This design comes from an exercise in tuning for a short achievable clock period and few clock cycles on the open sky130 flow, not from production work. At most, simulation tests tie the RTL to the original design; equivalence was not proved. Only the layout flow was run in run 1; the RTL was not checked for function there. Power figures rest on the tool's default switching activity, not on a simulated workload.

**design/flow/config.mk**
```make
export PLATFORM = sky130hd
export DESIGN_NAME = csc16
export DESIGN_NICKNAME = csc16
export VERILOG_FILES = /design/flow/design.v
export SDC_FILE = /design/flow/constraint.sdc
export NUM_CORES = 4
export LEC_CHECK = 0
export ABC_CLOCK_PERIOD_IN_PS = 1500
export CAP_MARGIN = 20
export CORE_MARGIN = 2
export CORE_UTILIZATION = 40
export SETUP_SLACK_MARGIN = 5.0
export SLEW_MARGIN = 20
export SYNTH_HIERARCHICAL = 1
export SYNTH_MINIMUM_KEEP_SIZE = 0
export TNS_END_PERCENT = 100
```
**design/flow/constraint.sdc**
```tcl
create_clock -name core_clock -period 4.0 [get_ports {clk}]
set_input_delay 0.8000 -clock core_clock [delete_from_list [all_inputs] [get_ports {clk}]]
set_output_delay 0.8000 -clock core_clock [all_outputs]
set_load 0.01 [all_outputs]
```
**design/flow/run.sh**
```bash
#!/bin/bash
# synth_recipe.tcl (not shown) runs the flow's synth.tcl, then flattens the netlist and writes it again
# the make line also repeats each setting of config.mk as NAME=value (left out here)
make -C /OpenROAD-flow-scripts/flow DESIGN_CONFIG=/design/flow/config.mk WORK_HOME=/design/flow/orfs CLKGATE_MAP_FILE= SYNTH_SCRIPT=/design/flow/synth_recipe.tcl finish
```
**design/flow/design.v**
```verilog
module csc16_sel #(
    parameter W = 1
) (
    input  wire         s,
    input  wire [W-1:0] a,
    input  wire [W-1:0] b,
    output wire [W-1:0] y
);
    assign y = s ? a : b;
endmodule
module csc16 (
    input  wire        clk,
    input  wire        rst,
    input  wire        cmd_valid,
    output wire        cmd_ready,
    input  wire [39:0] cmd_word,
    output wire        rsp_valid,
    output wire [2:0]  rsp_status,
    output wire [31:0] rsp_res,
    output reg         str_valid,
    output reg  [7:0]  str_data,
    output wire        tx_valid,
    output wire [7:0]  tx_data,
    input  wire        tx_ok,
    input  wire        tx_fail,
    output wire        rx_req,
    input  wire        rx_valid,
    input  wire [7:0]  rx_data,
    input  wire        rx_timeout,
    input  wire        rx_err
);
    localparam [2:0] ST_OK       = 3'd0;
    localparam [2:0] ST_SHORT    = 3'd1;
    localparam [2:0] ST_MISMATCH = 3'd2;
    localparam [2:0] ST_TRANSP   = 3'd3;
    localparam [2:0] ST_ILLEGAL  = 3'd4;
    function [15:0] crc_step;
        input [15:0] s;
        input [7:0]  b;
        integer i;
        reg [15:0] t;
        begin
            t = s ^ {b, 8'h00};
            for (i = 0; i < 8; i = i + 1)
                if (t[15]) t = (t << 1) ^ 16'h1021;
                else       t = t << 1;
            crc_step = t;
        end
    endfunction
    reg [15:0] crc;
    reg        pend;     
    reg        ir;       
    reg        rr;       
    reg        txm;      
    reg        rxm;      
    reg        last;     
    reg        tl;       
    reg        dl;       
    reg        feed;     
    reg        strm;     
    reg        ckm;      
    reg        s8;       
    reg        s16;      
    reg        hm;       
    reg        clrp;     
    reg        updp;     
    reg        dfr;      
    reg        dval;     
    reg [2:0]  st;
    reg [31:0] R;        
    reg [31:0] sh;       
    reg [5:0]  cnt;      
    wire tdone = tl & tx_ok;
    wire ddone = dl & rx_valid;
    assign rsp_valid  = rr | tdone | ddone;
    assign cmd_ready  = ir | tdone | ddone;
    assign rsp_status = st;
    assign rsp_res    = {R[31:8] | {24{s8 & rx_data[7]}}, rxm ? rx_data : R[7:0]};
    assign tx_valid   = txm;
    assign rx_req     = rxm;
    assign tx_data    = sh[31:24];
    wire        take = cmd_valid & cmd_ready;
    wire [7:0]  op   = cmd_word[39:32];
    wire [31:0] imm  = cmd_word[31:0];
    wire        fd_rx  = rxm & feed & rx_valid;
    wire        fd_tx  = (txm & feed & tx_ok) | updp;
    wire [15:0] crc_ct = pend ? crc_step(crc, str_data) : crc;
    wire [15:0] crc_tx = crc_step(crc_ct, 8'h00) ^ crc_step(16'h0000, sh[31:24]);
    wire [15:0] crc_nx = clrp ? 16'h0000 : fd_tx ? crc_tx : crc_ct;
    always @(posedge clk) begin
        if (rst) begin
            crc  <= 16'h0000;
            pend <= 1'b0;
        end else begin
            crc  <= crc_nx;
            pend <= fd_rx;
        end
    end
    always @(posedge clk) begin
        str_data  <= rx_data;
        if (rst)
            str_valid <= 1'b0;
        else
            str_valid <= rxm & strm & rx_valid & (rx_data != 8'h00);
    end
    reg        ir_c, rr_c, txm_c, rxm_c, last_c, tl_c, dl_c, feed_c, strm_c, ckm_c;
    reg        s8_c, s16_c, hm_c, clrp_c, updp_c, dfr_c, dval_c;
    reg [2:0]  st_c;
    reg [31:0] R_c, sh_c;
    reg [5:0]  cnt_c;
    always @(*) begin
        ir_c   = ir;
        rr_c   = 1'b0;
        txm_c  = txm;
        rxm_c  = rxm;
        last_c = last;
        tl_c   = tl;
        dl_c   = dl;
        feed_c = feed;
        strm_c = strm;
        ckm_c  = ckm;
        s8_c   = s8;
        s16_c  = s16;
        hm_c   = hm;
        clrp_c = 1'b0;
        updp_c = 1'b0;
        dfr_c  = 1'b0;
        dval_c = dval;
        st_c   = st;
        R_c    = R;
        sh_c   = sh;
        cnt_c  = cnt;
        if (dfr) begin
            if (dval) begin
                R_c  = {16'd0, crc_nx};
                rr_c = 1'b1;
                ir_c = 1'b1;
            end else begin
                sh_c  = {crc_nx, 16'd0};
                txm_c = 1'b1;
            end
        end
        if (txm) begin
            if (tx_fail) begin
                txm_c = 1'b0;
                tl_c  = 1'b0;
                ir_c  = 1'b1;
                rr_c  = 1'b1;
                st_c  = ST_TRANSP;
                R_c   = 32'd0;
            end else if (tx_ok) begin
                sh_c   = {sh[23:0], 8'd0};
                cnt_c  = cnt - 6'd1;
                last_c = (cnt == 6'd2);
                tl_c   = (cnt == 6'd2);
                if (last) begin
                    txm_c = 1'b0;
                    ir_c  = 1'b1;
                end
            end
        end
        if (rxm) begin
            if (rx_timeout | rx_err) begin
                rxm_c = 1'b0;
                dl_c  = 1'b0;
                s8_c  = 1'b0;
                ir_c  = 1'b1;
                rr_c  = 1'b1;
                st_c  = rx_timeout ? ST_SHORT : ST_TRANSP;
                R_c   = 32'd0;
            end else if (rx_valid) begin
                if (strm) begin
                    cnt_c = cnt + 6'd1;
                    if (rx_data == 8'h00) begin
                        rxm_c = 1'b0;
                        ir_c  = 1'b1;
                        rr_c  = 1'b1;
                        R_c   = {26'd0, cnt};
                    end else if (cnt == 6'd47) begin
                        rxm_c = 1'b0;
                        ir_c  = 1'b1;
                        rr_c  = 1'b1;
                        R_c   = {26'd0, cnt + 6'd1};
                    end
                end else if (ckm) begin
                    last_c = 1'b1;
                    if (!last) begin
                        hm_c       = (rx_data == crc_ct[15:8]);
                        R_c[15:8]  = rx_data;
                    end else begin
                        rxm_c = 1'b0;
                        ir_c  = 1'b1;
                        rr_c  = 1'b1;
                        if (hm && rx_data == crc_ct[7:0]) begin
                            R_c = {16'd0, R[15:8], rx_data};
                        end else begin
                            R_c  = 32'd0;
                            st_c = ST_MISMATCH;
                        end
                    end
                end else begin
                    cnt_c  = cnt - 6'd1;
                    last_c = (cnt == 6'd2);
                    dl_c   = (cnt == 6'd2);
                    R_c    = {s16 ? {16{rx_data[7]}} : R[23:8], rx_data, 8'd0};
                    if (last) begin
                        rxm_c = 1'b0;
                        dl_c  = 1'b0;
                        s8_c  = 1'b0;
                        ir_c  = 1'b1;
                    end
                end
            end
        end
    end
    reg        ir_n, rr_n, txm_n, rxm_n, last_n, tl_n, dl_n, feed_n, strm_n, ckm_n;
    reg        s8_n, s16_n, clrp_n, updp_n, dfr_n, dval_n;
    reg [2:0]  st_n;
    reg [31:0] R_n, sh_n;
    reg [5:0]  cnt_n;
    always @(*) begin
        st_n   = ST_OK;
        R_n    = 32'd0;
        rr_n   = 1'b0;
        txm_n  = 1'b0;
        rxm_n  = 1'b0;
        tl_n   = 1'b0;
        dl_n   = 1'b0;
        s8_n   = 1'b0;
        s16_n  = 1'b0;
        strm_n = 1'b0;
        ckm_n  = 1'b0;
        feed_n = 1'b0;
        last_n = 1'b0;
        ir_n   = 1'b1;
        cnt_n  = 6'd0;
        clrp_n = 1'b0;
        updp_n = 1'b0;
        dfr_n  = 1'b0;
        dval_n = 1'b0;
        sh_n   = op[5]           ? {crc_nx, 16'd0}    :
                 (op[4] & op[1]) ? imm                :
                 (op[4] & op[0]) ? {imm[15:0], 16'd0} :
                                   {imm[7:0], 24'd0};
        case (op)
            8'h00: begin
                clrp_n = 1'b1;
                rr_n   = 1'b1;
            end
            8'h01: begin
                updp_n = 1'b1;
                rr_n   = 1'b1;
            end
            8'h02: begin
                R_n = {16'd0, crc_nx};
                if (rxm & feed) begin
                    dfr_n  = 1'b1;
                    dval_n = 1'b1;
                    ir_n   = 1'b0;
                end else begin
                    rr_n   = 1'b1;
                end
            end
            8'h10, 8'h11, 8'h12, 8'h14, 8'h15, 8'h16: begin
                txm_n  = 1'b1;
                ir_n   = 1'b0;
                feed_n = 1'b1;
                case (op[1:0])
                    2'd0: begin
                        cnt_n  = 6'd1;
                        last_n = 1'b1;
                        tl_n   = 1'b1;
                    end
                    2'd1:    cnt_n = 6'd2;
                    default: cnt_n = 6'd4;
                endcase
            end
            8'h30: begin
                ir_n  = 1'b0;
                cnt_n = 6'd2;
                if (rxm & feed)
                    dfr_n = 1'b1;
                else
                    txm_n = 1'b1;
            end
            8'h20, 8'h21, 8'h22, 8'h24, 8'h25, 8'h26: begin
                rxm_n  = 1'b1;
                ir_n   = 1'b0;
                feed_n = 1'b1;
                case (op[1:0])
                    2'd0: begin
                        cnt_n  = 6'd1;
                        last_n = 1'b1;
                        dl_n   = 1'b1;
                        s8_n   = op[2];
                    end
                    2'd1: begin
                        cnt_n = 6'd2;
                        s16_n = op[2];
                    end
                    default: cnt_n = 6'd4;
                endcase
            end
            8'h28: begin
                rxm_n  = 1'b1;
                ir_n   = 1'b0;
                feed_n = 1'b1;
                strm_n = 1'b1;
            end
            8'h31: begin
                rxm_n = 1'b1;
                ir_n  = 1'b0;
                ckm_n = 1'b1;
                cnt_n = 6'd2;
            end
            default: begin
                st_n = ST_ILLEGAL;
                rr_n = 1'b1;
            end
        endcase
    end
    localparam NW = 19 + 3 + 32 + 32 + 6;
    wire [NW-1:0] nx;
    csc16_sel #(.W(NW)) u_take (
        .s (take),
        .a ({ir_n, rr_n, txm_n, rxm_n, last_n, tl_n, dl_n, feed_n, strm_n, ckm_n,
             s8_n, s16_n, hm,   clrp_n, updp_n, dfr_n, dval_n, 2'b00,
             st_n, R_n, sh_n, cnt_n}),
        .b ({ir_c, rr_c, txm_c, rxm_c, last_c, tl_c, dl_c, feed_c, strm_c, ckm_c,
             s8_c, s16_c, hm_c, clrp_c, updp_c, dfr_c, dval_c, 2'b00,
             st_c, R_c, sh_c, cnt_c}),
        .y (nx)
    );
    always @(posedge clk) begin
        {hm, st, R, sh, cnt} <= {nx[NW-13], nx[72:0]};
        {last, feed, strm, ckm, s16, dval} <= {nx[NW-5], nx[NW-8], nx[NW-9], nx[NW-10],
                                              nx[NW-12], nx[NW-17]};
        if (rst) begin
            ir   <= 1'b1;
            rr   <= 1'b0;
            txm  <= 1'b0;
            rxm  <= 1'b0;
            tl   <= 1'b0;
            dl   <= 1'b0;
            s8   <= 1'b0;
            clrp <= 1'b0;
            updp <= 1'b0;
            dfr  <= 1'b0;
        end else begin
            {ir, rr, txm, rxm} <= nx[NW-1:NW-4];
            {tl, dl} <= nx[NW-6:NW-7];
            s8   <= nx[NW-11];
            clrp <= nx[NW-14];
            updp <= nx[NW-15];
            dfr  <= nx[NW-16];
        end
    end
endmodule
```
==> flow_summary_export.csv, run 1 <==
group,metric,value,unit
timing,final_hold_vio_count,0,
critical_path,end_kind,"register",
floorplanning,design.portCount,112,
cts,cts-hold-fix-buffers,0,
global_route,via_count_of_the_first_global_routing_pass,9196,
critical_path,cp_data_arrival_time,2.99,ns
power,power_density,287,nW/um^2
floorplanning,initial_standard_cell_utilization_of_the_core,0.407,
floorplanning,die_y,156,um
global_route,pin_count_of_the_biggest_net_entering_global_routing,45,
logic_synthesis,synth.yosys.warnings,7,
timing,tightest_slew,0.757,ns
cts,worstSkewPairLatency,0.42,ns
worst_hold_path,min_delay_worst_endpoint,"str_data[4]",
run_status,outcome,"finished clean",
timing,fin_worst_skew,0.00947,ns
critical_path,crit_required,4.31,ns
cts,cts_max_level,4,
timing,finalSetupViolCount,0,
critical_path,regToRegStartpoint,"str_data[6]",
timing,rsz_0062_raised_after_global_routing,"true",
worst_hold_path,worstHoldPathType,"in2reg",
critical_path,crit_path_max_incr_delay,0.41,ns
cts,cts_inserted_buffers,17,
critical_path,worst_path_most_repeated_cell,"sky130_fd_sc_hd__buf_4",
floorplanning,dieArea,24200,um^2
cells_and_area,antenna_diode_count,0,
critical_path,setup.worst_path.class,"reg2reg",
critical_path,reg2reg_to,"R[2]",
cells_and_area,postLayoutCellArea,15400,um^2
logic_synthesis,avgSynthCellArea,8.48,um^2
global_route,number_of_antenna_violations_at_the_first_check_in_global_routing,0,
timing,max-slew-margin-rel,0.496,
timing,fin_setup_tns,0,ns
placed_design,gpl.final_weighted_congestion,0.918,
timing,max_clock_freq,374,MHz
drt,drt_first_pass_iters,5,
logic_synthesis,synth.cell_area,9200,um^2
floorplanning,placement_rows,55,
global_route,grt_first_pass_wirelength,51500,um
floorplanning,die_w,156,um
critical_path,worstPathCellList,"buf_12 -> xor2_4 -> buf_4 -> xor2_2 -> mux2_2 -> o2111ai_4 -> buf_6 -> nor4_4 -> buf_4 -> a32o_2 -> a21o_1 -> mux2_4",
floorplanning,core_region_area,22600,um^2
logic_synthesis,post_synth_inst_count,1085,
global_route,grt_remaining_overflow,0,
cts,path_clk_slew,0.06,ns
critical_path,critPathMaxFanout,3,
drt,dr.first_iter.drc_count,621,
cts,clk_path_buf_depth,2,
critical_path,slowest_stage,"sky130_fd_sc_hd__mux2_2",
flow_run,cap_viol_max_count,0,
cells_and_area,final_layout_size_suffix_gt1_frac,0.538,
critical_path,cp-start-kind,"register",
worst_hold_path,holdCritStartpoint,"rx_data[4]",
drt,total_detailed_routing_wirelength,34300,um
worst_hold_path,instance_count_along_the_most_critical_hold_path,1,
power,leakage,6.42,nW
cells_and_area,fin_nets,1448,
drt,avgViaCountPerCell,5.63,
critical_path,worstRegToRegCells,12,
power,highest_ir_drop_seen_on_vdd,0.165,mV
cts,clock-sinks,116,
cts,cts.root.buffer_cell,"sky130_fd_sc_hd__clkbuf_16",
cts,cts_tree,"done",
timing,number_of_pins_with_negative_max_slew_slack_in_the_final_report,0,
timing,final_critical_path_share_of_the_clock_period,0.669,
global_route,track_usage,0.273,
critical_path,setup.reg_to_reg.worst_slack,1.33,ns
timing,fin_crit,2.67,ns
placed_design,dpl.hpwl,21100,um
drt,ant_nets,0,
placed_design,post_dp_cell_area,11000,um^2
drt,drt_drc_violations_left,0,
drt,num_vias,9506,
drt,routed_wire_length_per_instance,20.3,um
cells_and_area,layout-area-overhead-vs-synth,66.9,%
placed_design,number_of_port_buffers,111,
[how the worst max path moves through the flow]
stage,start,endpoint,slack (ns)
3_5_place_dp,rx_data[6],st[1],0.32
2_1_floorplan,rx_data[6],st[1],1.34
6_report,str_data[6],R[2],1.33
4_1_cts,str_data[6],R[2],1.40
5_1_grt,crc[7],R[15],1.26
3_3_place_gp,rx_data[6],st[1],0.32
[registers in the layout, summed over array words and instances, names as in the netlist, 3 cells and up]
name / count
R: 32
sh: 32
crc: 16
str_data: 8
cnt: 6
st: 3
[final cells by class]
class,count,area [um^2]
Tap cell,285,357
Clock buffer,19,443
Sequential cell,116,2440
Multi-Input combinational cell,882,8110
Inverter,23,90.1
Fill cell,1667,7280
Timing Repair Buffer,349,3800
Clock inverter,13,108
[timing repair]
item | 4_1_cts | 5_1_grt
gates cloned | 10 | 2
resized for setup | 663 | 166
setup buffers | 153 | 46
endpoints found under the setup margin | 172 | 172
pin swaps | 126 | 55
[layer usage]
| metal | vias to the layer above | track usage | share of wire |
|---|---|---|---|
| li1 | 4448 | - | - |
| met1 | 4561 | 0.347 | 0.42 |
| met2 | 397 | 0.447 | 0.47 |
| met3 | 100 | 0.0464 | 0.061 |
| met4 | 0 | 0.135 | 0.048 |
| met5 | - | 0 | 0 |
[critical path: cells and delay by family, from the launching register on]
kind,cells,cell delay (ns)
AO/OA/AOI/OAI,3,0.51
XOR/XNOR,2,0.42
buffers and inverters,4,0.57
flip-flops,1,0.35
multiplexers,2,0.66
AND/OR/NAND/NOR,1,0.05
[metrics by stage]
stage / total power [mW] / setup slack [ns] / std cells / utilization / hold WS [ns]
4_1_cts: 4.22 / 1.40 / 1639 / 0.635 / 0.497
2_1_floorplan: 2.16 / 1.34 / 1108 / - / 0.458
3_5_place_dp: 2.41 / 0.322 / 1444 / 0.487 / 0.526
3_3_place_gp: 2.40 / 0.317 / 1444 / 0.487 / 0.510
6_report: 4.41 / 1.33 / 1687 / 0.678 / 0.504
5_1_grt: 4.58 / 1.26 / 1687 / 0.678 / 0.492
[cell usage in the layout, fill, tap and decap left out, types with 18 or more instances in the layout]
master,count
sky130_fd_sc_hd__nand2b_4,20
sky130_fd_sc_hd__inv_1,20
sky130_fd_sc_hd__and2_1,20
sky130_fd_sc_hd__dfxtp_1,73
sky130_fd_sc_hd__clkbuf_16,19
sky130_fd_sc_hd__and3_1,18
sky130_fd_sc_hd__nor2_1,103
sky130_fd_sc_hd__nor3_1,19
sky130_fd_sc_hd__nand2_1,62
sky130_fd_sc_hd__clkdlybuf4s50_1,32
sky130_fd_sc_hd__buf_6,141
sky130_fd_sc_hd__dfxtp_4,27
sky130_fd_sc_hd__conb_1,24
sky130_fd_sc_hd__o21ai_2,21
sky130_fd_sc_hd__o21ai_1,18
sky130_fd_sc_hd__buf_12,26
sky130_fd_sc_hd__buf_4,107
sky130_fd_sc_hd__a21oi_1,40
sky130_fd_sc_hd__nand3_1,22
sky130_fd_sc_hd__mux2_4,94
[power breakdown]
part	internal [mW]	leakage [nW]	switching [mW]
clock network	0.866	0.270	0.597
logic	0.881	5.18	0.724
registers	1.24	0.975	0.107
total	2.99	6.42	1.43
==> run 2, diff against run 1 <==
--- a/design/flow/design.v
+++ b/design/flow/design.v
@@ -50,3 +50,2 @@
     reg [15:0] crc;
-    reg        pend;     
     reg        ir;       
@@ -66,4 +65,2 @@
     reg        updp;     
-    reg        dfr;      
-    reg        dval;     
     reg [2:0]  st;
@@ -86,13 +83,13 @@
     wire        fd_tx  = (txm & feed & tx_ok) | updp;
-    wire [15:0] crc_ct = pend ? crc_step(crc, str_data) : crc;
-    wire [15:0] crc_tx = crc_step(crc_ct, 8'h00) ^ crc_step(16'h0000, sh[31:24]);
-    wire [15:0] crc_nx = clrp ? 16'h0000 : fd_tx ? crc_tx : crc_ct;
+    wire [15:0] crc_a  = crc_step(crc, 8'h00);
+    wire [15:0] crc_rx = crc_a ^ crc_step(16'h0000, rx_data);
+    wire [15:0] crc_tx = crc_a ^ crc_step(16'h0000, sh[31:24]);
+    wire [15:0] crc_e  = clrp ? 16'h0000 : fd_tx ? crc_tx : crc;
+    wire [15:0] crc_nx;
+    csc16_sel #(.W(16)) u_crc (.s(fd_rx), .a(crc_rx), .b(crc_e), .y(crc_nx));
     always @(posedge clk) begin
-        if (rst) begin
-            crc  <= 16'h0000;
-            pend <= 1'b0;
-        end else begin
-            crc  <= crc_nx;
-            pend <= fd_rx;
-        end
+        if (rst)
+            crc <= 16'h0000;
+        else
+            crc <= crc_nx;
     end
@@ -106,3 +103,3 @@
     reg        ir_c, rr_c, txm_c, rxm_c, last_c, tl_c, dl_c, feed_c, strm_c, ckm_c;
-    reg        s8_c, s16_c, hm_c, clrp_c, updp_c, dfr_c, dval_c;
+    reg        s8_c, s16_c, hm_c, clrp_c, updp_c;
     reg [2:0]  st_c;
@@ -126,4 +123,2 @@
         updp_c = 1'b0;
-        dfr_c  = 1'b0;
-        dval_c = dval;
         st_c   = st;
@@ -132,12 +127,2 @@
         cnt_c  = cnt;
-        if (dfr) begin
-            if (dval) begin
-                R_c  = {16'd0, crc_nx};
-                rr_c = 1'b1;
-                ir_c = 1'b1;
-            end else begin
-                sh_c  = {crc_nx, 16'd0};
-                txm_c = 1'b1;
-            end
-        end
         if (txm) begin
@@ -187,3 +172,3 @@
                     if (!last) begin
-                        hm_c       = (rx_data == crc_ct[15:8]);
+                        hm_c       = (rx_data == crc[15:8]);
                         R_c[15:8]  = rx_data;
@@ -193,3 +178,3 @@
                         rr_c  = 1'b1;
-                        if (hm && rx_data == crc_ct[7:0]) begin
+                        if (hm && rx_data == crc[7:0]) begin
                             R_c = {16'd0, R[15:8], rx_data};
@@ -216,3 +201,3 @@
     reg        ir_n, rr_n, txm_n, rxm_n, last_n, tl_n, dl_n, feed_n, strm_n, ckm_n;
-    reg        s8_n, s16_n, clrp_n, updp_n, dfr_n, dval_n;
+    reg        s8_n, s16_n, clrp_n, updp_n;
     reg [2:0]  st_n;
@@ -238,4 +223,2 @@
         updp_n = 1'b0;
-        dfr_n  = 1'b0;
-        dval_n = 1'b0;
         sh_n   = op[5]           ? {crc_nx, 16'd0}    :
@@ -254,10 +237,4 @@
             8'h02: begin
-                R_n = {16'd0, crc_nx};
-                if (rxm & feed) begin
-                    dfr_n  = 1'b1;
-                    dval_n = 1'b1;
-                    ir_n   = 1'b0;
-                end else begin
-                    rr_n   = 1'b1;
-                end
+                R_n  = {16'd0, crc_nx};
+                rr_n = 1'b1;
             end
@@ -278,8 +255,5 @@
             8'h30: begin
+                txm_n = 1'b1;
                 ir_n  = 1'b0;
                 cnt_n = 6'd2;
-                if (rxm & feed)
-                    dfr_n = 1'b1;
-                else
-                    txm_n = 1'b1;
             end
@@ -326,6 +300,6 @@
         .a ({ir_n, rr_n, txm_n, rxm_n, last_n, tl_n, dl_n, feed_n, strm_n, ckm_n,
-             s8_n, s16_n, hm,   clrp_n, updp_n, dfr_n, dval_n, 2'b00,
+             s8_n, s16_n, hm,   clrp_n, updp_n, 4'b0000,
              st_n, R_n, sh_n, cnt_n}),
         .b ({ir_c, rr_c, txm_c, rxm_c, last_c, tl_c, dl_c, feed_c, strm_c, ckm_c,
-             s8_c, s16_c, hm_c, clrp_c, updp_c, dfr_c, dval_c, 2'b00,
+             s8_c, s16_c, hm_c, clrp_c, updp_c, 4'b0000,
              st_c, R_c, sh_c, cnt_c}),
@@ -335,4 +309,4 @@
         {hm, st, R, sh, cnt} <= {nx[NW-13], nx[72:0]};
-        {last, feed, strm, ckm, s16, dval} <= {nx[NW-5], nx[NW-8], nx[NW-9], nx[NW-10],
-                                              nx[NW-12], nx[NW-17]};
+        {last, feed, strm, ckm, s16} <= {nx[NW-5], nx[NW-8], nx[NW-9], nx[NW-10],
+                                        nx[NW-12]};
         if (rst) begin
@@ -347,3 +321,2 @@
             updp <= 1'b0;
-            dfr  <= 1'b0;
         end else begin
@@ -354,3 +327,2 @@
             updp <= nx[NW-15];
-            dfr  <= nx[NW-16];
         end
--- a/design/flow/config.mk
+++ b/design/flow/config.mk
@@ -13,4 +13,2 @@
 export SLEW_MARGIN = 20
-export SYNTH_HIERARCHICAL = 1
-export SYNTH_MINIMUM_KEEP_SIZE = 0
 export TNS_END_PERCENT = 100
==> run 2 against run 1 <==
Maximum frequency grew 15%. Die area shrank 29%. First-iteration DRC count grew 33%. Via count shrank 17%. Non-clock buffer count shrank 4. Largest power group is now clock. Setup slack gained 0.36 ns. Clock skew is essentially flat. Worst hold slack lost 0.037 ns. Synthesized cell count shrank 33%. Register-to-register slack gained 0.41 ns.
==> flow_summary_export.csv, run 2 <==
group,metric,value,unit
run_status,outcome,"finished clean",
cells_and_area,mostFrequentLayoutCell,"sky130_fd_sc_hd__buf_6",
timing,finalSetupViolCount,0,
cells_and_area,fin_nets,1107,
cts,clk_path_buf_depth,2,
cts,cts.root.buffer_cell,"sky130_fd_sc_hd__clkbuf_16",
logic_synthesis,synth_most_common_cell,"sky130_fd_sc_hd__nor2_1",
cells_and_area,layout-area-overhead-vs-synth,100,%
logic_synthesis,ys_async_sr_fraction,0,
cts,cts_inserted_buffers,17,
logic_synthesis,synth.cell_area,6500,um^2
power,p_seq_frac,0.341,
floorplanning,core_region_area,15900,um^2
timing,final_hold_vio_count,0,
critical_path,slowest_stage,"sky130_fd_sc_hd__o311a_4",
power,leakage,5.06,nW
cts,cts-hold-fix-buffers,0,
timing,tightest_slew,0.648,ns
critical_path,cp_data_arrival_time,2.67,ns
critical_path,worstPathCellList,"buf_8 -> a221o_1 -> buf_6 -> nand2_8 -> buf_6 -> buf_12 -> buf_12 -> clkinv_16 -> nor2_4 -> o311a_4 -> a22oi_2 -> o21ai_1",
placed_design,dpl.hpwl,15800,um
drt,met1Wirelength,12500,um
drt,met3RoutedLength,2870,um
floorplanning,dieArea,17300,um^2
timing,fin_setup_tns,0,ns
power,power_density,293,nW/um^2
critical_path,cp-start-kind,"primary input",
drt,dr.first_iter.drc_count,825,
timing,max-slew-margin-rel,0.568,
drt,num_vias,7877,
global_route,pin_count_of_the_biggest_net_entering_global_routing,27,
worst_hold_path,worstHoldPathType,"reg2reg",
logic_synthesis,number_of_unique_standard_cell_types_used_by_synthesis,72,
cts,cts_tree,"done",
logic_synthesis,avgSynthCellArea,8.92,um^2
logic_synthesis,synth_largest_type_area_fraction,0.210,
power,sw_frac_of_total,0.286,
critical_path,crit_path_max_incr_delay,0.34,ns
drt,routed_length_on_met2,15700,um
drt,avgViaCountPerCell,6.17,
floorplanning,design.portCount,112,
floorplanning,die_w,131,um
placed_design,dp_cells,1008,
logic_synthesis,yosysTopAreaCell,"sky130_fd_sc_hd__dfxtp_1",
drt,dr.max_layer_used,"met4",
critical_path,end_kind,"register",
power,p_clk_frac,0.402,
placed_design,gpl.final_weighted_congestion,0.904,
logic_synthesis,synth-edff-count,45,
logic_synthesis,synth.yosys.warnings,1,
drt,drt_first_pass_iters,6,
cts,path_clk_slew,0.05,ns
global_route,grt_first_pass_wirelength,42700,um
flow_run,cap_viol_max_count,0,
global_route,number_of_antenna_violations_at_the_first_check_in_global_routing,0,
critical_path,worst_path_dominant_cell_family,"compound AO/OA/AOI/OAI gates",
critical_path,setup.worst_path.class,"in2reg",
timing,final_hold_slack,0.467,ns
cts,cts_max_level,4,
cts,worstSkewPairLatency,0.42,ns
logic_synthesis,dominantRegCellSynth,"sky130_fd_sc_hd__dfxtp_1",
power,pwr-share-comb,0.257,
critical_path,worstPathBufferInverterCount,6,
drt,total_detailed_routing_wirelength,32700,um
logic_synthesis,synth_seq_area_share,0.418,
power,power.switching,1.09,mW
drt,ant_nets,0,
global_route,track_usage,0.321,
timing,number_of_pins_with_negative_max_slew_slack_in_the_final_report,0,
timing,fin_worst_skew,0.00904,ns
cells_and_area,most-common-layout-cells,"sky130_fd_sc_hd__buf_6 (132), sky130_fd_sc_hd__buf_4 (113), sky130_fd_sc_hd__nor2_1 (57)",
drt,drt_drc_violations_left,0,
logic_synthesis,ys_ff_latch,113,
timing,rsz_0062_raised_after_global_routing,"true",
power,highest_ir_drop_seen_on_vdd,0.309,mV
logic_synthesis,synth_common_cells,"sky130_fd_sc_hd__nor2_1 (79), sky130_fd_sc_hd__nand2_1 (69), sky130_fd_sc_hd__dfxtp_1 (68)",
timing,postLayoutSetupSlackWorst,1.68,ns
floorplanning,placement_rows,46,
timing,fin_crit,2.32,ns
cells_and_area,final_layout_size_suffix_gt1_frac,0.608,
critical_path,crit_required,4.35,ns
timing,final_critical_path_share_of_the_clock_period,0.579,
placed_design,pre_cts_setup_slack,0.592,ns
global_route,via_count_of_the_first_global_routing_pass,7249,
timing,max_clock_freq,432,MHz
power,total_internal_power,2.73,mW
cells_and_area,finish.cell_count_without_fillers,1276,
critical_path,critPathMaxFanout,7,
cells_and_area,antenna_diode_count,0,
floorplanning,initial_standard_cell_utilization_of_the_core,0.409,
cts,clock-sinks,113,
drt,routed_wire_length_per_instance,25.6,um
cells_and_area,layout.filler_cells,852,
logic_synthesis,synth_area_leaders,"sky130_fd_sc_hd__dfxtp_1 (21%), sky130_fd_sc_hd__edfxtp_1 (21%), sky130_fd_sc_hd__xnor2_1 (5.7%)",
cells_and_area,fin_util,0.818,
placed_design,number_of_port_buffers,111,
global_route,grt_remaining_overflow,0,
logic_synthesis,post_synth_inst_count,728,
floorplanning,die_y,131,um
-- run 2: tightest hold or removal path, cell delays in order (launching register included) --
cell                      delay (ns)
sky130_fd_sc_hd__dfxtp_1        0.32
sky130_fd_sc_hd__nand2_2        0.07
sky130_fd_sc_hd__a21oi_2        0.04
-- run 2: area by class of cell --
cell class / count / area, um^2 / area share
inverter: 11 / 78.8 / 0.00606
timing repair inverter: 1 / 11.3 / 0.000866
clock inverter: 12 / 144 / 0.0111
clock buffer: 19 / 433 / 0.0333
multi-input combinational: 559 / 5540 / 0.426
timing repair buffer: 345 / 3770 / 0.290
sequential: 113 / 2750 / 0.212
tap: 216 / 270 / 0.0208
-- run 2: per-layer routing --
metal / global-route usage / up-vias
li1: - / 3336
met1: 0.413 / 3832
met2: 0.518 / 573
met3: 0.0706 / 136
met4: 0.139 / 0
met5: 0 / -
-- run 2: through the flow --
| step | power [mW] | area, um^2 |
|---|---|---|
| 2_1_floorplan | 1.67 | 7580 |
| 3_3_place_gp | 1.82 | 8400 |
| 3_5_place_dp | 1.83 | 8400 |
| 4_1_cts | 3.61 | 11700 |
| 5_1_grt | 3.90 | 13000 |
| 6_report | 3.82 | 13000 |
-- run 2: cell families (layout without fill, tap and decap cells) --
| kind of cell | count (synthesis) | in the layout | share of synthesized area |
|---|---|---|---|
| DFF | 113 | 113 | 0.418 |
| buffers and inverters | 68 | 388 | 0.0518 |
| adders and majority gates | 3 | 3 | 0.00578 |
| muxes | 17 | 17 | 0.0283 |
| AOI/OAI and AO/OA | 201 | 204 | 0.207 |
| and+or+nand+nor | 268 | 277 | 0.206 |
| xor gates and xnor gates | 58 | 58 | 0.0838 |
-- run 2: worst paths after layout --
| kind | start | end | slack, ns | cells after the start |
|---|---|---|---|---|
| min | R[29] | R[29] | 0.47 | 2 |
| min reg2reg | R[29] | R[29] | 0.47 | 2 |
| max reg2reg | feed | R[8] | 1.74 | 7 |
| max | tx_ok | R[7] | 1.68 | 12 |
-- run 2: power by group through the flow --
stage,clock (mW),combinational [mW],sequential (mW)
floorplan,0,0.365,1.31
global placement,0,0.501,1.32
detailed placement,0,0.504,1.33
CTS,1.52,0.797,1.30
global route,1.58,1.01,1.31
finish,1.53,0.980,1.30
-- run 2: repair_timing --
item                       4_1_cts  5_1_grt
gates cloned                    14        3
pin swaps                      109       87
setup endpoints to repair      214      214
setup buffers                  152       68
gates resized for setup        658      149
Testbench counts of run 2, summed over its fixed seeds: cycles 19,303.
==> run 3, diff against run 2 <==
--- a/design/flow/config.mk
+++ b/design/flow/config.mk
@@ -13,2 +13,4 @@
 export SLEW_MARGIN = 20
+export SYNTH_HIERARCHICAL = 1
+export SYNTH_MINIMUM_KEEP_SIZE = 0
 export TNS_END_PERCENT = 100
==> run 3 against run 2 <==
Still clean. Combinational power grew 22%. Count of clock-buffer cells in the layout unchanged. Sequential cell count is the same. Critical path depth is 8 lower. Sequential power about the same.
==> flow_summary_export.csv, run 3 <==
group,metric,value,unit
run_status,outcome,"finished clean",
floorplanning,dieArea,21100,um^2
placed_design,dpl.hpwl,16900,um
drt,total_detailed_routing_wirelength,28700,um
timing,final_critical_path_share_of_the_clock_period,0.567,
cts,worstSkewPairLatency,0.43,ns
timing,final_hold_slack,0.509,ns
global_route,number_of_antenna_violations_at_the_first_check_in_global_routing,0,
global_route,track_usage,0.254,
drt,ant_nets,0,
global_route,grt_remaining_overflow,0,
power,pwr-share-comb,0.298,
drt,drt_first_pass_iters,5,
placed_design,pre_cts_setup_slack,0.460,ns
power,power.switching,1.20,mW
placed_design,number_of_port_buffers,111,
power,power_density,296,nW/um^2
timing,final_hold_vio_count,0,
power,highest_ir_drop_seen_on_vdd,0.288,mV
timing,fin_crit,2.27,ns
drt,drt_drc_violations_left,0,
drt,num_vias,7515,
cts,path_clk_slew,0.06,ns
cts,clk_path_buf_depth,2,
drt,avgViaCountPerCell,5.37,
cts,cts_tree,"done",
cts,cts_inserted_buffers,17,
logic_synthesis,synth.yosys.warnings,7,
timing,max-slew-margin-rel,0.412,
critical_path,cp_data_arrival_time,1.47,ns
timing,finalSetupViolCount,0,
cells_and_area,final_layout_size_suffix_gt1_frac,0.586,
flow_run,cap_viol_max_count,0,
power,sw_frac_of_total,0.297,
power,power,4.04,mW
cells_and_area,postLayoutCellArea,13700,um^2
drt,dr.first_iter.drc_count,452,
critical_path,cp-start-kind,"register",
floorplanning,die_y,145,um
global_route,pin_count_of_the_biggest_net_entering_global_routing,46,
floorplanning,initial_standard_cell_utilization_of_the_core,0.410,
worst_hold_path,holdCritStartpoint,"rx_data[6]",
cts,cts_max_level,4,
power,leakage,5.76,nW
cells_and_area,antenna_diode_count,0,
cells_and_area,most-common-layout-cells,"sky130_fd_sc_hd__buf_6 (119), sky130_fd_sc_hd__mux2_4 (114), sky130_fd_sc_hd__dfxtp_1 (77)",
drt,routed_wire_length_per_instance,20.5,um
floorplanning,design.portCount,112,
cells_and_area,fin_nets,1180,
logic_synthesis,post_synth_inst_count,878,
critical_path,critPathMaxFanout,3,
timing,max_clock_freq,441,MHz
cells_and_area,mostFrequentLayoutCell,"sky130_fd_sc_hd__buf_6",
placed_design,dp_cells,1219,
placed_design,gpl.final_weighted_congestion,0.887,
critical_path,crit_required,3.20,ns
timing,postLayoutSetupSlackWorst,1.73,ns
timing,tightest_slew,0.880,ns
timing,rsz_0062_raised_after_global_routing,"true",
floorplanning,core_region_area,19500,um^2
floorplanning,die_w,145,um
power,p_seq_frac,0.327,
cts,cts-hold-fix-buffers,0,
cells_and_area,layout-area-overhead-vs-synth,70.8,%
logic_synthesis,avgSynthCellArea,9.11,um^2
power,total_internal_power,2.84,mW
global_route,via_count_of_the_first_global_routing_pass,7394,
cts,clock-sinks,113,
critical_path,setup.worst_path.class,"reg2out",
timing,number_of_pins_with_negative_max_slew_slack_in_the_final_report,0,
logic_synthesis,synth.cell_area,8000,um^2
worst_hold_path,worstHoldPathType,"in2reg",
cts,cts.root.buffer_cell,"sky130_fd_sc_hd__clkbuf_16",
cells_and_area,fin_util,0.699,
critical_path,setup_crit_start,"rxm",
power,p_clk_frac,0.376,
critical_path,regToRegStartpoint,"crc[11]",
timing,fin_setup_tns,0,ns
floorplanning,placement_rows,51,
placed_design,post_dp_cell_area,9960,um^2
global_route,grt_first_pass_wirelength,42500,um
timing,fin_worst_skew,0.00832,ns
cells_and_area,finish.cell_count_without_fillers,1399,
critical_path,end_kind,"output pin",
-- run 3: cell type report --
cell class	count	area, um^2
Sequential cell	113	2340
Clock buffer	19	443
Multi-Input combinational cell	699	7070
Inverter	18	67.6
Tap cell	265	332
Fill cell	1382	5870
Timing Repair Buffer	272	3270
Clock inverter	13	139
-- run 3: worst paths after layout --
check	endpoint	slack, ns	depth (start not counted)
max	rsp_res[2]	1.73	4
min	str_data[6]	0.51	1
max reg2reg	sh[24]	1.86	9
min reg2reg	hm	0.56	1
-- run 3: power groups by stage --
stage | clock network, mW | logic (mW) | registers (mW)
2_1_floorplan | 0 | 0.697 | 1.29
3_3_place_gp | 0 | 0.861 | 1.32
3_5_place_dp | 0 | 0.870 | 1.32
4_1_cts | 1.52 | 1.03 | 1.31
5_1_grt | 1.59 | 1.27 | 1.33
6_report | 1.52 | 1.20 | 1.32
-- run 3: what timing repair did --
action | CTS | global route
buffers inserted | 82 | 46
gates cloned | 11 | 9
resized for setup | 555 | 158
pin swaps | 44 | 52
endpoints found under the setup margin | 169 | 169
-- run 3: layer usage --
metal | up-vias | GRT usage | wire (um) | share of wire
li1 | 3578 | - | - | -
met1 | 3640 | 0.338 | 12400 | 0.43
met2 | 246 | 0.422 | 14200 | 0.49
met3 | 51 | 0.0386 | 1340 | 0.047
met4 | 0 | 0.0912 | 752 | 0.026
met5 | - | 0 | 0 | 0
-- run 3: critical path: stages, from the launching register on --
cell and delay [ns]:
sky130_fd_sc_hd__dfxtp_4 0.37, sky130_fd_sc_hd__buf_6 0.12, sky130_fd_sc_hd__buf_6 0.12, sky130_fd_sc_hd__mux2_4 0.31, sky130_fd_sc_hd__buf_6 0.13
==> run 4, diff against run 3 <==
--- a/design/flow/design.v
+++ b/design/flow/design.v
@@ -74,3 +74,3 @@
     assign rsp_status = st;
-    assign rsp_res    = {R[31:8] | {24{s8 & rx_data[7]}}, rxm ? rx_data : R[7:0]};
+    assign rsp_res    = {R[31:8], rxm ? rx_data : R[7:0]};
     assign tx_valid   = txm;
@@ -185,2 +185,8 @@
                     end
+                end else if (s8) begin
+                    rxm_c = 1'b0;
+                    s8_c  = 1'b0;
+                    ir_c  = 1'b1;
+                    rr_c  = 1'b1;
+                    R_c   = {{24{rx_data[7]}}, rx_data};
                 end else begin
@@ -267,3 +273,3 @@
                         last_n = 1'b1;
-                        dl_n   = 1'b1;
+                        dl_n   = !op[2];
                         s8_n   = op[2];
--- a/design/flow/config.mk
+++ b/design/flow/config.mk
@@ -11,3 +11,3 @@
 export CORE_UTILIZATION = 40
-export SETUP_SLACK_MARGIN = 5.0
+export SETUP_SLACK_MARGIN = 2.5
 export SLEW_MARGIN = 20
==> run 4 against run 3 <==
Maximum frequency is 1.0% higher. Sequential share of layout area is 1.8 points higher. Routed wire length is 2.3% higher. Clock power is 3% lower. Register-to-register slack worse by 0.07 ns. Global-route usage is 1.2 points lower. Design area is 7.1% lower. Clock skew is 0.0050 ns higher. Highest routed layer unchanged.
==> flow_summary_export.csv, run 4 <==
group,metric,value,unit
logic_synthesis,post_synth_inst_count,982,
cells_and_area,multiInputGateArea,6490,um^2
cells_and_area,final_layout_size_suffix_gt1_frac,0.490,
logic_synthesis,synth.cell_area,8380,um^2
floorplanning,die_w,149,um
cells_and_area,antenna_diode_count,0,
critical_path,crit_required,3.20,ns
drt,dr.first_iter.drc_count,673,
critical_path,end_kind,"output pin",
timing,fin_setup_tns,0,ns
power,leakage,5.44,nW
drt,ant_nets,0,
critical_path,reg2reg_to,"R[26]",
cells_and_area,sequential_cell_area,2390,um^2
timing,final_critical_path_share_of_the_clock_period,0.561,
placed_design,dpl.hpwl,17600,um
power,p_seq_frac,0.335,
drt,drt_first_pass_iters,6,
floorplanning,design.portCount,112,
critical_path,regToRegStartpoint,"cnt[0]",
floorplanning,die_y,149,um
critical_path,worstPathCellList,"buf_12 -> a221o_1 -> buf_2",
cts,cts-hold-fix-buffers,0,
critical_path,worstRegToRegCells,8,
timing,fin_crit,2.24,ns
critical_path,crit_path_max_incr_delay,0.36,ns
timing,number_of_pins_with_negative_max_slew_slack_in_the_final_report,0,
cells_and_area,most-common-layout-cells,"sky130_fd_sc_hd__nand2_1 (123), sky130_fd_sc_hd__buf_4 (110), sky130_fd_sc_hd__mux2_4 (103)",
critical_path,critPathMaxFanout,7,
power,sw_frac_of_total,0.290,
cts,cts_max_level,4,
drt,avgViaCountPerCell,5.57,
power,power.switching,1.13,mW
logic_synthesis,avgSynthCellArea,8.53,um^2
timing,max-slew-margin-rel,0.478,
power,power_density,307,nW/um^2
critical_path,slowest_stage,"sky130_fd_sc_hd__a221o_1",
cts,clk_path_buf_depth,2,
power,pwr-share-comb,0.285,
cts,clock-sinks,113,
cts,path_clk_slew,0.05,ns
power,p_clk_frac,0.379,
timing,final_hold_vio_count,0,
cells_and_area,layout.filler_cells,1640,
floorplanning,dieArea,22100,um^2
cells_and_area,layout-area-overhead-vs-synth,51.4,%
cells_and_area,mostFrequentLayoutCell,"sky130_fd_sc_hd__nand2_1",
floorplanning,core_region_area,20400,um^2
timing,fin_worst_skew,0.0133,ns
global_route,number_of_antenna_violations_at_the_first_check_in_global_routing,0,
drt,routed_wire_length_per_instance,19.9,um
cts,cts_tree,"done",
floorplanning,initial_standard_cell_utilization_of_the_core,0.411,
power,total_internal_power,2.77,mW
worst_hold_path,min_delay_worst_endpoint,"str_data[2]",
global_route,track_usage,0.242,
floorplanning,placement_rows,52,
critical_path,worst_path_dominant_cell_family,"compound AO/OA/AOI/OAI gates",
global_route,grt_remaining_overflow,0,
drt,drt_drc_violations_left,0,
critical_path,cp-start-kind,"primary input",
placed_design,number_of_port_buffers,111,
critical_path,cp_data_arrival_time,1.44,ns
global_route,via_count_of_the_first_global_routing_pass,7409,
flow_run,cap_viol_max_count,0,
cts,cts_inserted_buffers,17,
worst_hold_path,holdCritStartpoint,"rx_data[2]",
cells_and_area,finish.cell_count_without_fillers,1473,
cells_and_area,fin_nets,1251,
critical_path,worstPathBufferInverterCount,2,
global_route,pin_count_of_the_biggest_net_entering_global_routing,42,
run_status,outcome,"finished clean",
logic_synthesis,synth.yosys.warnings,7,
timing,rsz_0062_raised_after_global_routing,"true",
drt,total_detailed_routing_wirelength,29400,um
cts,cts.root.buffer_cell,"sky130_fd_sc_hd__clkbuf_16",
critical_path,setup.worst_path.class,"in2out",
worst_hold_path,instance_count_along_the_most_critical_hold_path,1,
placed_design,gpl.final_weighted_congestion,0.876,
global_route,grt_first_pass_wirelength,41600,um
critical_path,setup.reg_to_reg.worst_slack,1.79,ns
power,highest_ir_drop_seen_on_vdd,0.238,mV
cts,worstSkewPairLatency,0.42,ns
drt,num_vias,8203,
worst_hold_path,worstHoldPathType,"in2reg",
timing,finalSetupViolCount,0,
placed_design,dp_cells,1296,
timing,max_clock_freq,446,MHz
timing,tightest_slew,0.783,ns
==> run 4: power by group through the flow <==
stage	registers, mW	clock network [mW]	logic, mW
after floorplan	1.28	0	0.644
after global placement	1.31	0	0.791
after detailed placement	1.31	0	0.800
after CTS	1.30	1.50	0.911
after global routing	1.32	1.54	1.18
final	1.31	1.48	1.11
==> run 4: worst max-delay path by stage <==
stage                           from         to  cells past startpoint
after floorplan           rx_data[7]      R[25]                      8
after global placement    rx_data[7]       R[2]                      7
after detailed placement  rx_data[7]       R[2]                      7
after CTS                      tx_ok  cmd_ready                      3
after global routing        rx_valid  cmd_ready                      3
final                       rx_valid  cmd_ready                      3
==> run 4: routing by layer <==
layer | share of wire | routed length (um) | vias to the layer above | global-route usage
met2 | 0.46 | 13600 | 412 | 0.379
met4 | 0.048 | 1410 | 0 | 0.122
met3 | 0.068 | 2010 | 100 | 0.0408
met5 | 0 | 0 | - | 0
li1 | - | - | 3790 | -
met1 | 0.42 | 12300 | 3901 | 0.323
==> run 4: layout make-up <==
cell class	instances	share of cell area
Inverter	37	0.0113
Clock inverter	11	0.00917
Multi-Input combinational cell	749	0.512
Clock buffer	19	0.0349
Sequential cell	113	0.189
Timing Repair Buffer	274	0.217
Tap cell	270	0.0266
==> run 4: per-stage QoR <==
stage | utilization | hold slack (ns) | power, mW | area (um^2) | setup WS, ns
finish | 0.623 | 0.552 | 3.90 | 12700 | 1.76
global route | 0.623 | 0.545 | 4.03 | 12700 | 1.74
CTS | 0.558 | 0.524 | 3.71 | 11400 | 1.76
detailed placement | 0.471 | 0.503 | 2.11 | 9590 | 0.615
global placement | 0.471 | 0.503 | 2.10 | 9590 | 0.636
floorplan | - | 0.482 | 1.92 | 8900 | 1.51
==> run 4: repair_timing <==
item	in CTS	in global routing
endpoints found under the setup margin	161	161
pin swaps	29	51
gates resized for setup	521	201
cloned	6	6
buffers inserted	78	57
hold endpoints to repair	0	0
Testbench counts of run 4, summed over its fixed seeds: cycles 19,498.
==> run 5, diff against run 4 <==
--- a/design/flow/config.mk
+++ b/design/flow/config.mk
@@ -11,3 +11,3 @@
 export CORE_UTILIZATION = 40
-export SETUP_SLACK_MARGIN = 2.5
+export SETUP_SLACK_MARGIN = 4.0
 export SLEW_MARGIN = 20
==> run 5 against run 4 <==
Synthesized cell count unchanged. Clock skew fell by 0.0063 ns. Register-to-register slack about the same. Sequential cell count unchanged. Clock power is 3% lower. Critical path depth unchanged. Largest cell class unchanged. Largest power group unchanged.
==> flow_summary_export.csv, run 5 <==
group,metric,value,unit
cells_and_area,postLayoutCellArea,13200,um^2
timing,finalSetupViolCount,0,
floorplanning,die_y,149,um
worst_hold_path,min_delay_worst_endpoint,"str_data[7]",
timing,max-slew-margin-rel,0.349,
critical_path,critPathMaxFanout,4,
cells_and_area,layout.filler_cells,1555,
critical_path,reg2reg_to,"R[29]",
floorplanning,design.portCount,112,
power,sw_frac_of_total,0.301,
flow_run,cap_viol_max_count,0,
timing,number_of_pins_with_negative_max_slew_slack_in_the_final_report,0,
floorplanning,core_region_area,20400,um^2
power,total_internal_power,2.71,mW
global_route,pin_count_of_the_biggest_net_entering_global_routing,27,
drt,avgViaCountPerCell,5.53,
logic_synthesis,post_synth_inst_count,982,
critical_path,regToRegStartpoint,"last",
critical_path,cp_data_arrival_time,1.42,ns
cts,cts_tree,"done",
drt,ant_nets,0,
logic_synthesis,synth.yosys.warnings,7,
critical_path,setup.reg_to_reg.worst_slack,1.80,ns
power,highest_ir_drop_seen_on_vdd,0.266,mV
cells_and_area,most-common-layout-cells,"sky130_fd_sc_hd__nand2_1 (108), sky130_fd_sc_hd__mux2_4 (102), sky130_fd_sc_hd__buf_4 (98)",
timing,final_hold_vio_count,0,
worst_hold_path,worstHoldPathType,"in2reg",
critical_path,crit_required,3.20,ns
worst_hold_path,holdCritStartpoint,"rx_data[7]",
cells_and_area,layout-area-overhead-vs-synth,57.3,%
cts,clk_path_buf_depth,2,
logic_synthesis,synth.cell_area,8380,um^2
cts,clock-sinks,113,
cells_and_area,mostFrequentLayoutCell,"sky130_fd_sc_hd__nand2_1",
timing,fin_setup_tns,0,ns
worst_hold_path,instance_count_along_the_most_critical_hold_path,1,
cts,worstSkewPairLatency,0.43,ns
timing,final_hold_slack,0.502,ns
power,pwr-share-comb,0.294,
run_status,outcome,"finished clean",
timing,final_critical_path_share_of_the_clock_period,0.555,
cts,cts.root.buffer_cell,"sky130_fd_sc_hd__clkbuf_16",
global_route,grt_remaining_overflow,0,
global_route,track_usage,0.264,
placed_design,gpl.final_weighted_congestion,0.871,
global_route,via_count_of_the_first_global_routing_pass,7814,
timing,fin_worst_skew,0.00698,ns
drt,drt_first_pass_iters,5,
power,p_clk_frac,0.368,
critical_path,cp-start-kind,"primary input",
critical_path,worstRegToRegCells,7,
cts,path_clk_slew,0.06,ns
placed_design,dpl.hpwl,17600,um
logic_synthesis,avgSynthCellArea,8.53,um^2
power,power_density,294,nW/um^2
drt,routed_wire_length_per_instance,20.7,um
drt,total_detailed_routing_wirelength,30600,um
cells_and_area,final_layout_size_suffix_gt1_frac,0.539,
cts,cts_inserted_buffers,17,
drt,dr.first_iter.drc_count,616,
cts,cts_max_level,4,
placed_design,number_of_port_buffers,111,
timing,tightest_slew,0.975,ns
power,p_seq_frac,0.338,
drt,drt_drc_violations_left,0,
power,power.switching,1.17,mW
cells_and_area,antenna_diode_count,0,
global_route,number_of_antenna_violations_at_the_first_check_in_global_routing,0,
drt,num_vias,8186,
cells_and_area,fin_nets,1259,
critical_path,setup.worst_path.class,"in2out",
timing,rsz_0062_raised_after_global_routing,"true",
floorplanning,initial_standard_cell_utilization_of_the_core,0.411,
placed_design,post_dp_cell_area,9610,um^2
floorplanning,placement_rows,52,
global_route,grt_first_pass_wirelength,44800,um
timing,max_clock_freq,450,MHz
power,leakage,5.61,nW
floorplanning,die_w,149,um
timing,fin_crit,2.22,ns
floorplanning,dieArea,22100,um^2
critical_path,end_kind,"output pin",
## run 5: power by group through the flow
stage,clock network [mW],logic [mW],registers (mW)
finish,1.43,1.14,1.31
global placement,0,0.792,1.31
detailed placement,0,0.800,1.31
CTS,1.45,1.02,1.30
global route,1.50,1.20,1.32
floorplan,0,0.658,1.29
## run 5: timing repair
item	in CTS	in global routing
setup buffers	119	22
gates cloned	17	1
gates resized for setup	606	160
pin swaps	63	75
hold buffers	0	0
endpoints found under the setup margin	169	169
## run 5: worst max-delay path, stage by stage
cell,delay (ns)
sky130_fd_sc_hd__buf_12,0.11
sky130_fd_sc_hd__a221o_1,0.35
sky130_fd_sc_hd__buf_2,0.16
## run 5: layout make-up
cell class | instances | area [um^2] | share of cell area
well taps | 270 | 338 | 0.0256
flip-flops and latches | 113 | 2400 | 0.182
multi-input cells | 750 | 6680 | 0.507
clock inverters | 10 | 90.1 | 0.00684
clock buffers | 20 | 447 | 0.0339
inverters | 37 | 144 | 0.0109
repair buffers | 281 | 3080 | 0.234
## run 5: per-stage QoR
step / utilization / cells / setup slack, ns / total power [mW]
2_1_floorplan: - / 1004 / 1.51 / 1.94
3_3_place_gp: 0.472 / 1292 / 0.622 / 2.11
3_5_place_dp: 0.472 / 1292 / 0.556 / 2.11
4_1_cts: 0.604 / 1458 / 1.79 / 3.76
5_1_grt: 0.647 / 1481 / 1.73 / 4.02
6_report: 0.647 / 1481 / 1.78 / 3.88
## run 5: layer usage
metal / GRT usage / wire length, um / vias to the layer above
li1: - / - / 3813
met1: 0.354 / 13400 / 3920
met2: 0.412 / 14100 / 369
met3: 0.0543 / 1900 / 84
met4: 0.116 / 1180 / 0
met5: 0 / 0 / -
## run 5: worst max-delay path by stage
stage               start   endpoint  slack (ns)  cells after the start
5_1_grt              last      R[29]        1.73                      7
6_report            tx_ok  cmd_ready        1.78                      3
4_1_cts          rx_valid  cmd_ready        1.79                      3
3_3_place_gp   rx_data[7]       R[2]        0.62                      7
2_1_floorplan  rx_data[7]      R[25]        1.51                      8
3_5_place_dp   rx_data[6]       R[2]        0.56                      7
==> run 6, diff against run 5 <==
--- a/design/flow/config.mk
+++ b/design/flow/config.mk
@@ -11,3 +11,3 @@
 export CORE_UTILIZATION = 40
-export SETUP_SLACK_MARGIN = 4.0
+export SETUP_SLACK_MARGIN = 5.0
 export SLEW_MARGIN = 20
==> run 6 against run 5 <==
Core utilization unchanged. Synthesized area unchanged. Sequential share of layout area unchanged. Non-clock buffer count unchanged. Synthesized cell count is the same. Global-route usage is the same. Cell count stayed put. Clock skew unchanged. Routed wire length is the same. Die area unchanged.
==> flow_summary_export.csv, run 6 <==
group,metric,value,unit
run_status,outcome,"finished clean",
power,power_density,294,nW/um^2
worst_hold_path,min_delay_worst_endpoint,"str_data[7]",
cells_and_area,mostFrequentLayoutCell,"sky130_fd_sc_hd__nand2_1",
placed_design,gpl.final_weighted_congestion,0.871,
drt,total_detailed_routing_wirelength,30600,um
timing,max_clock_freq,450,MHz
floorplanning,design.portCount,112,
timing,final_critical_path_share_of_the_clock_period,0.555,
cts,worstSkewPairLatency,0.43,ns
placed_design,dp_cells,1292,
timing,final_hold_vio_count,0,
drt,avgViaCountPerCell,5.53,
power,p_seq_frac,0.338,
power,sw_frac_of_total,0.301,
global_route,grt_first_pass_wirelength,44800,um
power,pwr-share-comb,0.294,
critical_path,crit_path_max_incr_delay,0.35,ns
critical_path,cp_data_arrival_time,1.42,ns
global_route,met3_usage,0.0543,
power,highest_ir_drop_seen_on_vdd,0.266,mV
power,power.switching,1.17,mW
placed_design,number_of_port_buffers,111,
critical_path,worstRegToRegCells,7,
floorplanning,placement_rows,52,
floorplanning,core_region_area,20400,um^2
cells_and_area,layout-area-overhead-vs-synth,57.3,%
cts,clock-sinks,113,
critical_path,cp-start-kind,"primary input",
timing,number_of_pins_with_negative_max_slew_slack_in_the_final_report,0,
logic_synthesis,post_synth_inst_count,982,
cells_and_area,layout.filler_cells,1555,
cts,cts-hold-fix-buffers,0,
power,total_internal_power,2.71,mW
drt,dr.first_iter.drc_count,616,
cts,cts_inserted_buffers,17,
global_route,grt_remaining_overflow,0,
logic_synthesis,synth.yosys.warnings,7,
drt,drt_first_pass_iters,5,
flow_run,cap_viol_max_count,0,
floorplanning,initial_standard_cell_utilization_of_the_core,0.411,
critical_path,slowest_stage,"sky130_fd_sc_hd__a221o_1",
floorplanning,dieArea,22100,um^2
floorplanning,die_w,149,um
global_route,number_of_antenna_violations_at_the_first_check_in_global_routing,0,
cts,cts.root.buffer_cell,"sky130_fd_sc_hd__clkbuf_16",
global_route,via_count_of_the_first_global_routing_pass,7814,
critical_path,critPathMaxFanout,4,
timing,fin_setup_tns,0,ns
drt,routed_wire_length_per_instance,20.7,um
cells_and_area,final_layout_size_suffix_gt1_frac,0.539,
drt,drt_drc_violations_left,0,
critical_path,reg2reg_to,"R[29]",
drt,num_vias,8186,
timing,tightest_slew,0.975,ns
critical_path,setup.worst_path.class,"in2out",
placed_design,dpl.hpwl,17600,um
critical_path,setup.reg_to_reg.worst_slack,1.80,ns
cells_and_area,fin_nets,1259,
drt,ant_nets,0,
floorplanning,die_y,149,um
cts,cts_max_level,4,
cells_and_area,multiInputGateArea,6680,um^2
cells_and_area,most-common-layout-cells,"sky130_fd_sc_hd__nand2_1 (108), sky130_fd_sc_hd__mux2_4 (102), sky130_fd_sc_hd__buf_4 (98)",
cts,clk_path_buf_depth,2,
cells_and_area,antenna_diode_count,0,
cells_and_area,sequential_cell_area,2400,um^2
logic_synthesis,synth.cell_area,8380,um^2
critical_path,crit_required,3.20,ns
global_route,top_usage_layer,"met2",
worst_hold_path,instance_count_along_the_most_critical_hold_path,1,
critical_path,worstPathCellList,"buf_12 -> a221o_1 -> buf_2",
timing,rsz_0062_raised_after_global_routing,"true",
power,leakage,5.61,nW
critical_path,end_kind,"output pin",
worst_hold_path,worstHoldPathType,"in2reg",
timing,max-slew-margin-rel,0.349,
cts,path_clk_slew,0.06,ns
global_route,grt_util_met1,0.354,
global_route,pin_count_of_the_biggest_net_entering_global_routing,27,
global_route,met2_usage,0.412,
logic_synthesis,avgSynthCellArea,8.53,um^2
worst_hold_path,holdCritStartpoint,"rx_data[7]",
timing,finalSetupViolCount,0,
timing,fin_worst_skew,0.00698,ns
cells_and_area,fin_util,0.647,
global_route,track_usage,0.264,
critical_path,regToRegStartpoint,"last",
cts,cts_tree,"done",
power,p_clk_frac,0.368,
cells_and_area,finish.cell_count_without_fillers,1481,
timing,fin_crit,2.22,ns
-- run 6: layer usage --
layer  wire [um]  up-vias
met1       13400     3920
met4        1180        0
li1            -     3813
met2       14100      369
met3        1900       84
met5           0        -
-- run 6: layout make-up --
class / count / area share
Timing Repair Buffer: 281 / 0.234
Tap cell: 270 / 0.0256
Clock buffer: 20 / 0.0339
Multi-Input combinational cell: 750 / 0.507
Sequential cell: 113 / 0.182
Clock inverter: 10 / 0.00684
Inverter: 37 / 0.0109
-- run 6: worst max path at each step --
stage,startpoint,endpoint,slack (ns)
6_report,tx_ok,cmd_ready,1.78
5_1_grt,last,R[29],1.73
4_1_cts,rx_valid,cmd_ready,1.79
3_5_place_dp,rx_data[6],R[2],0.56
3_3_place_gp,rx_data[7],R[2],0.62
2_1_floorplan,rx_data[7],R[25],1.51
-- run 6: critical path, delay by kind of cell --
kind	cells	cell delay (ns)
AO/OA/AOI/OAI	1	0.35
buffers and inverters	2	0.27
-- run 6: power by group through the flow --
stage                     registers [mW]  logic, mW  clock network [mW]
after floorplan                     1.29      0.658                   0
final                               1.31       1.14                1.43
after CTS                           1.30       1.02                1.45
after detailed placement            1.31      0.800                   0
after global routing                1.32       1.20                1.50
after global placement              1.31      0.792                   0
-- run 6: per-stage QoR --
stage	setup slack (ns)	instance area (um^2)	power [mW]	hold WS [ns]
5_1_grt	1.73	13200	4.02	0.492
3_5_place_dp	0.556	9610	2.11	0.508
3_3_place_gp	0.622	9610	2.11	0.505
4_1_cts	1.79	12300	3.76	0.504
6_report	1.78	13200	3.88	0.502
2_1_floorplan	1.51	9030	1.94	0.482
-- run 6: what timing repair did --
item                       in CTS  in global routing
gates cloned                   17                  1
resized for setup             606                160
setup endpoints to repair     169                169
setup buffers                 119                 22
pin swaps                      63                 75
==> run 7, diff against run 6 <==
--- a/design/flow/config.mk
+++ b/design/flow/config.mk
@@ -10,3 +10,3 @@
 export CORE_MARGIN = 2
-export CORE_UTILIZATION = 40
+export CORE_UTILIZATION = 45
 export SETUP_SLACK_MARGIN = 5.0
==> run 7 against run 6 <==
Largest cell class unchanged. Sequential cell count unchanged. Register-to-register slack worse by 0.03 ns. Synthesized area unchanged. Non-clock buffer count up 4. Combinational power about the same. Power up 3.6%. Critical endpoint is now R[0]. Sequential share of layout area up 0.49 points. Worst hold slack worse by 0.012 ns. Sequential power about the same. Highest routed layer unchanged. Count of clock-buffer cells in the layout down 2. Die area down 11%. Routed wire length down 2.8%.
==> flow_summary_export.csv, run 7 <==
group,metric,value,unit
critical_path,slowest_stage,"sky130_fd_sc_hd__or3b_4",
placed_design,dp_cells,1248,
cts,cts_tree,"done",
global_route,grt_util_met1,0.383,
drt,drt_first_pass_iters,6,
drt,drt_drc_violations_left,0,
global_route,met3_usage,0.0632,
critical_path,cp-start-kind,"register",
critical_path,cp_data_arrival_time,2.59,ns
power,p_clk_frac,0.394,
global_route,grt_remaining_overflow,0,
flow_run,cap_viol_max_count,0,
critical_path,critPathMaxFanout,4,
timing,fin_worst_skew,0.00851,ns
logic_synthesis,post_synth_inst_count,982,
timing,fin_crit,2.23,ns
cells_and_area,finish.cell_count_without_fillers,1445,
floorplanning,core_region_area,18100,um^2
cts,cts_max_level,4,
cells_and_area,antenna_diode_count,0,
cts,cts-hold-fix-buffers,0,
critical_path,end_kind,"register",
power,highest_ir_drop_seen_on_vdd,0.335,mV
drt,total_detailed_routing_wirelength,29800,um
timing,max-slew-margin-rel,0.497,
placed_design,pre_cts_setup_slack,0.533,ns
global_route,met2_usage,0.462,
logic_synthesis,synth.cell_area,8380,um^2
cells_and_area,fin_nets,1262,
floorplanning,initial_standard_cell_utilization_of_the_core,0.463,
run_status,outcome,"finished clean",
power,p_seq_frac,0.325,
timing,number_of_pins_with_negative_max_slew_slack_in_the_final_report,0,
power,total_internal_power,2.82,mW
cts,worstSkewPairLatency,0.43,ns
floorplanning,placement_rows,49,
critical_path,worstPathBufferInverterCount,2,
power,power_density,313,nW/um^2
cts,clock-sinks,113,
floorplanning,die_y,140,um
floorplanning,dieArea,19700,um^2
cells_and_area,mostFrequentLayoutCell,"sky130_fd_sc_hd__nand2_1",
logic_synthesis,synth.yosys.warnings,7,
global_route,via_count_of_the_first_global_routing_pass,7810,
critical_path,setup.worst_path.class,"reg2reg",
drt,dr.first_iter.drc_count,870,
global_route,grt_first_pass_wirelength,44300,um
timing,final_critical_path_share_of_the_clock_period,0.556,
timing,fin_setup_tns,0,ns
timing,tightest_slew,0.754,ns
placed_design,post_dp_cell_area,9540,um^2
drt,avgViaCountPerCell,5.67,
power,sw_frac_of_total,0.298,
timing,finalSetupViolCount,0,
cells_and_area,final_layout_size_suffix_gt1_frac,0.502,
critical_path,crit_required,4.37,ns
worst_hold_path,worstHoldPathType,"in2reg",
cts,cts.root.buffer_cell,"sky130_fd_sc_hd__clkbuf_16",
drt,num_vias,8193,
cells_and_area,most-common-layout-cells,"sky130_fd_sc_hd__nand2_1 (116), sky130_fd_sc_hd__buf_4 (115), sky130_fd_sc_hd__mux2_4 (102)",
cts,clk_path_buf_depth,2,
power,power.switching,1.20,mW
timing,max_clock_freq,449,MHz
cts,cts_inserted_buffers,17,
floorplanning,design.portCount,112,
global_route,pin_count_of_the_biggest_net_entering_global_routing,42,
global_route,number_of_antenna_violations_at_the_first_check_in_global_routing,0,
power,pwr-share-comb,0.281,
placed_design,number_of_port_buffers,111,
drt,routed_wire_length_per_instance,20.6,um
critical_path,crit_path_max_incr_delay,0.44,ns
drt,ant_nets,0,
placed_design,gpl.final_weighted_congestion,0.936,
power,leakage,5.51,nW
timing,final_hold_vio_count,0,
logic_synthesis,avgSynthCellArea,8.53,um^2
cells_and_area,postLayoutCellArea,12800,um^2
global_route,top_usage_layer,"met2",
cells_and_area,layout-area-overhead-vs-synth,53.4,%
placed_design,dpl.hpwl,17400,um
timing,rsz_0062_raised_after_global_routing,"true",
timing,postLayoutSetupSlackWorst,1.77,ns
critical_path,worstPathCellList,"ha_4 -> nand3_4 -> or3b_4 -> buf_4 -> buf_6 -> o211ai_1 -> a31oi_1 -> o32ai_2 -> mux2_4",
global_route,track_usage,0.290,
floorplanning,die_w,140,um
critical_path,worst_path_dominant_cell_family,"compound AO/OA/AOI/OAI gates",
cts,path_clk_slew,0.06,ns
run 7: power groups by stage:
stage / registers (mW) / clock network [mW] / logic, mW
floorplan: 1.29 / 0 / 0.658
finish: 1.31 / 1.58 / 1.13
detailed placement: 1.31 / 0 / 0.793
CTS: 1.30 / 1.60 / 1.01
global route: 1.32 / 1.65 / 1.19
global placement: 1.31 / 0 / 0.786
run 7: per-layer routing:
layer  routed length, um  share of wire
met3                2100          0.070
met5                   0              0
met4                 860          0.029
met1               12800           0.43
met2               14100           0.47
run 7: per-stage QoR:
| step | hold slack (ns) | utilization | total power, mW |
|---|---|---|---|
| 4_1_cts | 0.483 | 0.673 | 3.91 |
| 3_5_place_dp | 0.505 | 0.527 | 2.11 |
| 2_1_floorplan | 0.482 | - | 1.94 |
| 3_3_place_gp | 0.509 | 0.527 | 2.10 |
| 6_report | 0.490 | 0.710 | 4.02 |
| 5_1_grt | 0.478 | 0.710 | 4.16 |
run 7: final cells by class:
| cell class | instances | area, um^2 |
|---|---|---|
| multi-input cells | 749 | 6380 |
| flip-flops and latches | 113 | 2400 |
| clock inverters | 14 | 153 |
| clock buffers | 18 | 450 |
| repair buffers | 285 | 3030 |
| fillers | 1303 | 5240 |
| well taps | 229 | 287 |
| inverters | 37 | 143 |
run 7: path summary, 6_finish.rpt:
path / start / cells after the start / slack, ns / endpoint
max: cnt[1] / 9 / 1.77 / R[0]
min reg2reg: hm / 1 / 0.54 / hm
min: rx_data[3] / 1 / 0.49 / str_data[3]
max reg2reg: cnt[1] / 9 / 1.77 / R[0]
run 7: timing repair:
item | in CTS | in global routing
buffers inserted | 121 | 30
pin swaps | 29 | 45
setup endpoints to repair | 169 | 169
hold endpoints to repair | 0 | 0
resized for setup | 575 | 107
cloned | 14 | 0

-- re-timing with driven ports --
No port has a modelled driver above. Below, the same layouts with a new extraction and two added sets of constraints.
Step 1: set_driving_cell puts a clkbuf_16 on clk and a buf_2 on each other input, an assumption about the parent block.
Step 2 times the ports against the registers' clock, not the clock port: input delays grow and output delays shrink by t, the midpoint of the rising clock arrivals with the driver on.
Slacks: ideal / step 1 / step 2; pairs: ideal / step 1.
run | t, ns | setup WS [ns] | latest minus earliest clock arrival (ns) | slew at the worst register clock pin (ns)
run 1 | 0.468 | 1.326 / 1.326 / 1.017 | 0.010 / 0.010 | 0.06 / 0.06
run 2 | 0.464 | 1.683 / 1.684 / 1.223 | 0.011 / 0.011 | 0.06 / 0.06
run 3 | 0.471 | 1.733 / 1.687 / 1.270 | 0.008 / 0.009 | 0.06 / 0.06
run 4 | 0.463 | 1.756 / 1.708 / 1.360 | 0.014 / 0.013 | 0.06 / 0.06
run 5 | 0.469 | 1.779 / 1.732 / 1.330 | 0.009 / 0.008 | 0.06 / 0.06
run 6 | 0.469 | 1.779 / 1.732 / 1.330 | 0.009 / 0.008 | 0.06 / 0.06
run 7 | 0.466 | 1.775 / 1.755 / 1.349 | 0.010 / 0.010 | 0.06 / 0.06
After both steps every run listed still meets setup and hold. For run 3, which loses most, drivers alone change the setup slack by -0.046 ns; drivers and shift together by -0.463 ns.
